Source: an optimization exercise on an open RTL-to-GDS flow (aim: small area, a short achievable clock period and few clock cycles per item). Production flows keep margins and buffers that such runs may drop.
In this exercise RTL edits were held to simulation tests only and were not proved equivalent to the original.

==> inputs of job 4424 <==
## nxm_mod
module nxm_mod (
    input  wire        clk,
    input  wire        rst,
    input  wire        start,
    input  wire [15:0] cmd,
    input  wire [63:0] opa,
    input  wire [63:0] opb,
    input  wire [63:0] opm,
    output wire        busy,
    output reg         done,
    output wire [63:0] res,
    output reg         err,
    output reg  [15:0] err_code
);
    localparam [7:0] OPC_MODMUL  = 8'h02;
    localparam [7:0] OPC_MODEXP  = 8'h03;
    localparam [7:0] OPC_ISPRIME = 8'h04;
    localparam [63:0] T_MR = 64'd4759123141;
    localparam [3:0] S_IDLE  = 4'd0,
                     S_CHECK = 4'd1,
                     S_NORM  = 4'd2,
                     S_M3    = 4'd3,
                     S_ESKIP = 4'd4,
                     S_WSTRT = 4'd5,
                     S_WSKIP = 4'd6,
                     S_MUL   = 4'd7,
                     S_CPA   = 4'd8,
                     S_CAN1  = 4'd9,
                     S_CAN2  = 4'd10,
                     S_CHK   = 4'd11,
  ...
clock: 10.0 ns
lec_check: 0
cap_margin: 20
core_margin: 2
core_utilization: 40
setup_slack_margin: 5
slew_margin: 20
tns_end_percent: 100
run.sh (not shown) runs the stock make flow with config.mk's settings and CLKGATE_MAP_FILE= SYNTH_SCRIPT=/design/flow/synth_recipe.tcl, a recipe that flattens the netlist after the stock synthesis.
==> job 131 (differences from job 4424) <==
--- a/flow/config.mk
+++ b/flow/config.mk
@@ -9,5 +9,3 @@
 export CORE_MARGIN = 2
 export CORE_UTILIZATION = 40
-export SETUP_SLACK_MARGIN = 5
 export SLEW_MARGIN = 20
-export TNS_END_PERCENT = 100
==> summary.txt <==
number of buffers and inverters on the critical path 4; run status finished clean; share of post-route cells with drive strength above 1 0.118; fill count roughly 11k; reg-to-reg critical path startpoint asel; logic depth of the worst setup path including buffers 28; DRC violation total after the first TritonRoute iteration roughly 6.3k
(the above is from job 4424)
==> summary.txt <==
share of post-route cells with drive strength above 1 0.0622; number of buffers and inverters on the critical path 3; DRC violation total after the first TritonRoute iteration ~6.2k; mux cell area share after synthesis 0.0177; number of flip-flops under the largest register name between 60 and 70; fill count between 10k and 15k; run status finished clean; reg-to-reg critical path startpoint bsh[63]; weighted congestion at the end of routability-driven global placement approximately 1.0; met2 WL between 70000 and 80000 microns; critical path startpoint bsh[63]
(the above is from job 131)
Testbench counts of job 4424, summed over its fixed seeds: cycles 561,084, items 128.
Testbench counts of job 131, summed over its fixed seeds: cycles 561,084, items 128.

---

==> run a: inputs <==
nxm_mod, a different RTL version from the one above (not shown whole).
==> flow/design.v (excerpt) <==
module nxm_mod (
    input  wire        clk,
    input  wire        rst,
    input  wire        start,
    input  wire [15:0] cmd,
    input  wire [63:0] opa,
    input  wire [63:0] opb,
    input  wire [63:0] opm,
    output wire        busy,
    output reg         done,
    output wire [63:0] res,
    output reg         err,
    output reg  [15:0] err_code
);
==> flow/config.mk <==
export PLATFORM = sky130hd
export DESIGN_NAME = nxm_mod
export DESIGN_NICKNAME = nxm_mod
export VERILOG_FILES = /design/flow/design.v
export SDC_FILE = /design/flow/constraint.sdc
export NUM_CORES = 4
export LEC_CHECK = 0
export ABC_AREA = 1
export CAP_MARGIN = 20
export CORE_MARGIN = 2
export CORE_UTILIZATION = 55
export SLEW_MARGIN = 20
export TNS_END_PERCENT = 100
==> flow/constraint.sdc <==
create_clock -name core_clock -period 10.0 [get_ports {clk}]
set_input_delay 2.0000 -clock core_clock [delete_from_list [all_inputs] [get_ports {clk}]]
set_output_delay 2.0000 -clock core_clock [all_outputs]
set_load 0.01 [all_outputs]
standard.sh (not shown) runs the stock make flow with config.mk's settings and CLKGATE_MAP_FILE= SYNTH_SCRIPT=/design/flow/synth_recipe.tcl, a recipe that flattens the netlist after the stock synthesis.
==> flow/flow/run.sh <==
#!/bin/bash
set -euo pipefail
bash standard.sh SETUP_SLACK_MARGIN=6 finish > standard_flow.log 2>&1
==> run b (differences from run a) <==
--- a/flow/design.v
+++ b/flow/design.v
@@ -16,30 +16,14 @@
     output wire [64:0] s_n,
     output wire [64:0] c_n,
     output wire [3:0]  q_n,      
     output wire        qpos_n,
     output wire [11:0] pu_n,
     output wire [11:0] pv_n
 );
-    function sign12;
-        input [11:0] x;
-        input [11:0] y;
-        reg   [10:0] g, p;
-        integer st, i;
-        begin
-            g = x[10:0] & y[10:0];
-            p = x[10:0] ^ y[10:0];
-            for (st = 1; st < 11; st = st * 2)
-                for (i = 10; i >= st; i = i - 1) begin
-                    g[i] = g[i] | (p[i] & g[i - st]);
-                    p[i] = p[i] & p[i - st];
-                end
-            sign12 = x[11] ^ y[11] ^ g[10];
-        end
-    endfunction
     wire one0 = w0[1] ^ w0[0];
     wire two0 = (w0[2] & ~w0[1] & ~w0[0]) | (~w0[2] & w0[1] & w0[0]);
     wire neg0 = w0[2];
     wire one1 = w1[1] ^ w1[0];
     wire two1 = (w1[2] & ~w1[1] & ~w1[0]) | (~w1[2] & w1[1] & w1[0]);
     wire neg1 = w1[2];
     wire one2 = w2[1] ^ w2[0];
@@ -81,30 +65,46 @@
     wire [11:0] g_q = ym[66-1:55] ^ {12{qpos}};
     wire [11:0] eu = pu ^ pv ^ g_q;
     wire [11:0] ev = {((pu & pv) | (pu & g_q) | (pv & g_q)), 1'b0};
     wire [11:0] h0e = {6'd0, m[63:58]};
     wire [11:0] h1e = {4'd0, m3[65:58]};
     wire [11:0] h2e = {2'd0, h2};
     wire [11:0] h3e = {2'd0, h3};
-    wire sp0 = sign12(eu ^ ev ^ ~h0e, {((eu & ev) | (eu & ~h0e) | (ev & ~h0e)), 1'b1});
-    wire sn0 = sign12(eu ^ ev ^ h0e, {((eu & ev) | (eu & h0e) | (ev & h0e)), 1'b0});
-    wire sp1 = sign12(eu ^ ev ^ ~h1e, {((eu & ev) | (eu & ~h1e) | (ev & ~h1e)), 1'b1});
-    wire sn1 = sign12(eu ^ ev ^ h1e, {((eu & ev) | (eu & h1e) | (ev & h1e)), 1'b0});
-    wire sp2 = sign12(eu ^ ev ^ ~h2e, {((eu & ev) | (eu & ~h2e) | (ev & ~h2e)), 1'b1});
-    wire sn2 = sign12(eu ^ ev ^ h2e, {((eu & ev) | (eu & h2e) | (ev & h2e)), 1'b0});
-    wire sp3 = sign12(eu ^ ev ^ ~h3e, {((eu & ev) | (eu & ~h3e) | (ev & ~h3e)), 1'b1});
-    wire sn3 = sign12(eu ^ ev ^ h3e, {((eu & ev) | (eu & h3e) | (ev & h3e)), 1'b0});
-    wire p1 = ~sp0;
-    wire p2 = ~sp1;
-    wire p3 = ~sp2;
-    wire p4 = ~sp3;
-    wire n1 = sn0;
-    wire n2 = sn1;
-    wire n3 = sn2;
-    wire n4 = sn3;
+    wire [11:0] xp0 = eu ^ ev ^ ~h0e;
+    wire [11:0] yp0 = {((eu & ev) | (eu & ~h0e) | (ev & ~h0e)), 1'b1};
+    wire [11:0] dp0 = xp0 + yp0;
+    wire [11:0] xn0 = eu ^ ev ^ h0e;
+    wire [11:0] yn0 = {((eu & ev) | (eu & h0e) | (ev & h0e)), 1'b0};
+    wire [11:0] dn0 = xn0 + yn0;
+    wire [11:0] xp1 = eu ^ ev ^ ~h1e;
+    wire [11:0] yp1 = {((eu & ev) | (eu & ~h1e) | (ev & ~h1e)), 1'b1};
+    wire [11:0] dp1 = xp1 + yp1;
+    wire [11:0] xn1 = eu ^ ev ^ h1e;
+    wire [11:0] yn1 = {((eu & ev) | (eu & h1e) | (ev & h1e)), 1'b0};
+    wire [11:0] dn1 = xn1 + yn1;
+    wire [11:0] xp2 = eu ^ ev ^ ~h2e;
+    wire [11:0] yp2 = {((eu & ev) | (eu & ~h2e) | (ev & ~h2e)), 1'b1};
+    wire [11:0] dp2 = xp2 + yp2;
+    wire [11:0] xn2 = eu ^ ev ^ h2e;
+    wire [11:0] yn2 = {((eu & ev) | (eu & h2e) | (ev & h2e)), 1'b0};
+    wire [11:0] dn2 = xn2 + yn2;
+    wire [11:0] xp3 = eu ^ ev ^ ~h3e;
+    wire [11:0] yp3 = {((eu & ev) | (eu & ~h3e) | (ev & ~h3e)), 1'b1};
+    wire [11:0] dp3 = xp3 + yp3;
+    wire [11:0] xn3 = eu ^ ev ^ h3e;
+    wire [11:0] yn3 = {((eu & ev) | (eu & h3e) | (ev & h3e)), 1'b0};
+    wire [11:0] dn3 = xn3 + yn3;
+    wire p1 = ~dp0[11];
+    wire p2 = ~dp1[11];
+    wire p3 = ~dp2[11];
+    wire p4 = ~dp3[11];
+    wire n1 = dn0[11];
+    wire n2 = dn1[11];
+    wire n3 = dn2[11];
+    wire n4 = dn3[11];
     assign q_n[0] = (p1 & ~p2) | (n1 & ~n2);
     assign q_n[1] = (p2 & ~p3) | (n2 & ~n3);
     assign q_n[2] = (p3 & ~p4) | (n3 & ~n4);
     assign q_n[3] = p4 | n4;
     assign qpos_n = p1;
 endmodule
 module nxm_add65 (
@@ -205,43 +205,43 @@
         .s_n(s_n), .c_n(c_n), .q_n(q_n), .qpos_n(qpos_n), .pu_n(pu_n), .pv_n(pv_n)
     );
     wire [12:0] t5 = {4'd0, mreg[63:55]} + {2'd0, mreg[63:55], 2'b00};
     wire [12:0] t7 = {1'b0, mreg[63:55], 3'b000} - {4'd0, mreg[63:55]};
     wire [64:0] sum;
     wire        sum_co;
     nxm_add65 u_cpa (.a(s), .b(c), .y(sum), .co(sum_co));
-    function [10:0] witness;
+    function [7:0] witness;
         input       w12;
         input [3:0] idx;
         begin
             if (!w12) begin
                 case (idx)
-                    4'd0:    witness = {3'd3, 8'h20};    
-                    4'd1:    witness = {3'd4, 8'h1c};    
-                    default: witness = {3'd5, 8'h3d};    
+                    4'd0:    witness = 8'd2;
+                    4'd1:    witness = 8'd7;
+                    default: witness = 8'd61;
                 endcase
             end else begin
                 case (idx)
-                    4'd0:    witness = {3'd3, 8'h20};    
-                    4'd1:    witness = {3'd3, 8'h30};    
-                    4'd2:    witness = {3'd3, 8'h50};    
-                    4'd3:    witness = {3'd4, 8'h1c};    
-                    4'd4:    witness = {3'd4, 8'h2c};    
-                    4'd5:    witness = {3'd4, 8'h34};    
-                    4'd6:    witness = {3'd4, 8'h44};    
-                    4'd7:    witness = {3'd4, 8'h4c};    
-                    4'd8:    witness = {3'd4, 8'h5c};    
-                    4'd9:    witness = {3'd5, 8'h1d};    
-                    4'd10:   witness = {3'd5, 8'h1f};    
-                    default: witness = {3'd5, 8'h25};    
+                    4'd0:    witness = 8'd2;
+                    4'd1:    witness = 8'd3;
+                    4'd2:    witness = 8'd5;
+                    4'd3:    witness = 8'd7;
+                    4'd4:    witness = 8'd11;
+                    4'd5:    witness = 8'd13;
+                    4'd6:    witness = 8'd17;
+                    4'd7:    witness = 8'd19;
+                    4'd8:    witness = 8'd23;
+                    4'd9:    witness = 8'd29;
+                    4'd10:   witness = 8'd31;
+                    default: witness = 8'd37;
                 endcase
             end
         end
     endfunction
-    wire [10:0] cur_w     = witness(big, widx);
+    wire [7:0]  cur_w     = witness(big, widx);
     wire [3:0]  last_widx = big ? 4'd11 : 4'd2;
     wire [5:0]  ndom      = 6'd34 - {1'b0, kh};        
     wire [63:0] xa       = bsh[63:0];
     wire        n_le1    = (xa[63:1] == 63'd0);
     wire        n_is2    = (xa == 64'd2);
     wire        n_isw    = (xa == 64'd7) || (xa == 64'd61);
     wire        m_zero   = (mreg == 64'd0);
@@ -387,25 +387,25 @@
                         state <= S_MUL;
                     end
                 end
                 S_WSTRT: begin
                     e         <= mreg ^ base[63:0];
                     j         <= 7'd63;
                     first_chk <= 1'b1;
-                    bsh       <= {2'b00, cur_w[7:0], 58'd0};
+                    bsh       <= {2'b00, cur_w, 58'd0};
                     state     <= S_WSKIP;
                 end
                 S_WSKIP: begin
                     if (!e[63]) begin
                         e <= {e[62:0], 1'b0};
                         j <= j - 7'd1;
                     end else begin
                         op    <= OP_ENTRY;
                         asel  <= 1'b1;
-                        dcnt  <= {3'd0, cur_w[10:8]};
+                        dcnt  <= 6'd5;
                         state <= S_MUL;
                     end
                 end
                 S_MUL: begin
                     s    <= s_n;
                     c    <= c_n;
                     q    <= q_n;
@@ -426,16 +426,16 @@
                         state <= S_MUL;
                     end else if (op == OP_MM2 || op == OP_TSQ) begin
                         state <= S_CAN1;
                     end else if (op == OP_SQ && e[63]) begin
                         op <= OP_MULB;
                         if (c_pr) begin
                             asel <= 1'b0;
-                            bsh  <= {2'b00, cur_w[7:0], 58'd0};
-                            dcnt <= {3'd0, cur_w[10:8]};
+                            bsh  <= {2'b00, cur_w, 58'd0};
+                            dcnt <= 6'd5;
                         end else begin
                             asel <= 1'b1;
                             bsh  <= {{3{sum[64]}}, sum};
                             dcnt <= ndom;
                         end
                         state <= S_MUL;
                     end else begin
==> flow/run.sh (new file) <==
#!/bin/bash
# synth_recipe.tcl (not shown) runs the flow's synth.tcl, then flattens the netlist and writes it again
# the make line also repeats each setting of config.mk as NAME=value (left out here)
make -C /OpenROAD-flow-scripts/flow DESIGN_CONFIG=/design/flow/config.mk WORK_HOME=/design/flow/orfs CLKGATE_MAP_FILE= SYNTH_SCRIPT=/design/flow/synth_recipe.tcl finish
Settings changed: ABC_AREA 1 to not set, CORE_UTILIZATION 55 to 40, SETUP_SLACK_MARGIN set to 5.
removed: flow/flow/run.sh
removed: flow/standard.sh
==> summary.txt <==
- In run b the hold slack is higher than in run a, by 0.081 ns.
- Utilization: run b is lower than run a (19 points).
- Register-to-register slack: run b is worse than run a (1.0 ns).
- Setup slack: run b is worse than run a (1.0 ns).
- Of run a and run b, run a has the higher critical path depth (gap 5).
- Between run b and run a, the lower cell count is in run b (gap about 7%, measured against run a).
Testbench counts of run a, summed over its fixed seeds: cycles 576,149, items 128.
Testbench counts of run b, summed over its fixed seeds: cycles 583,974, items 128.

port drivers added, routing unchanged:
No port has a modelled driver above. Below, the same layouts with a new extraction and two added sets of constraints. Step 1: set_driving_cell puts a clkbuf_16 on clk and a buf_2 on each other input, an assumption about the parent block. Step 2 adds t to the input delays and takes it off the output delays; t is the mean of the earliest and latest rising clock arrival at the registers after step 1. Input paths then give back, and output paths get back, about the clock's delay inside the block. Slacks: no drivers / after step 1 / after step 2; pairs: no drivers / after step 1.
run	t, ns	setup slack, ns	latest minus earliest clock arrival (ns)	worst register clock-pin slew, ns	worst slew at a driven data input, ns
job 4424	0.707	3.605 / 3.605 / 3.605	0.045 / 0.045	0.07 / 0.07	0.07
job 131	0.709	1.928 / 1.928 / 1.928	0.040 / 0.040	0.07 / 0.07	0.06
run a	0.702	6.032 / 6.032 / 6.032	0.031 / 0.031	0.07 / 0.07	0.11
run b	0.738	5.034 / 5.034 / 5.034	0.043 / 0.042	0.07 / 0.07	0.09
After both steps setup and hold are still met in every run listed.
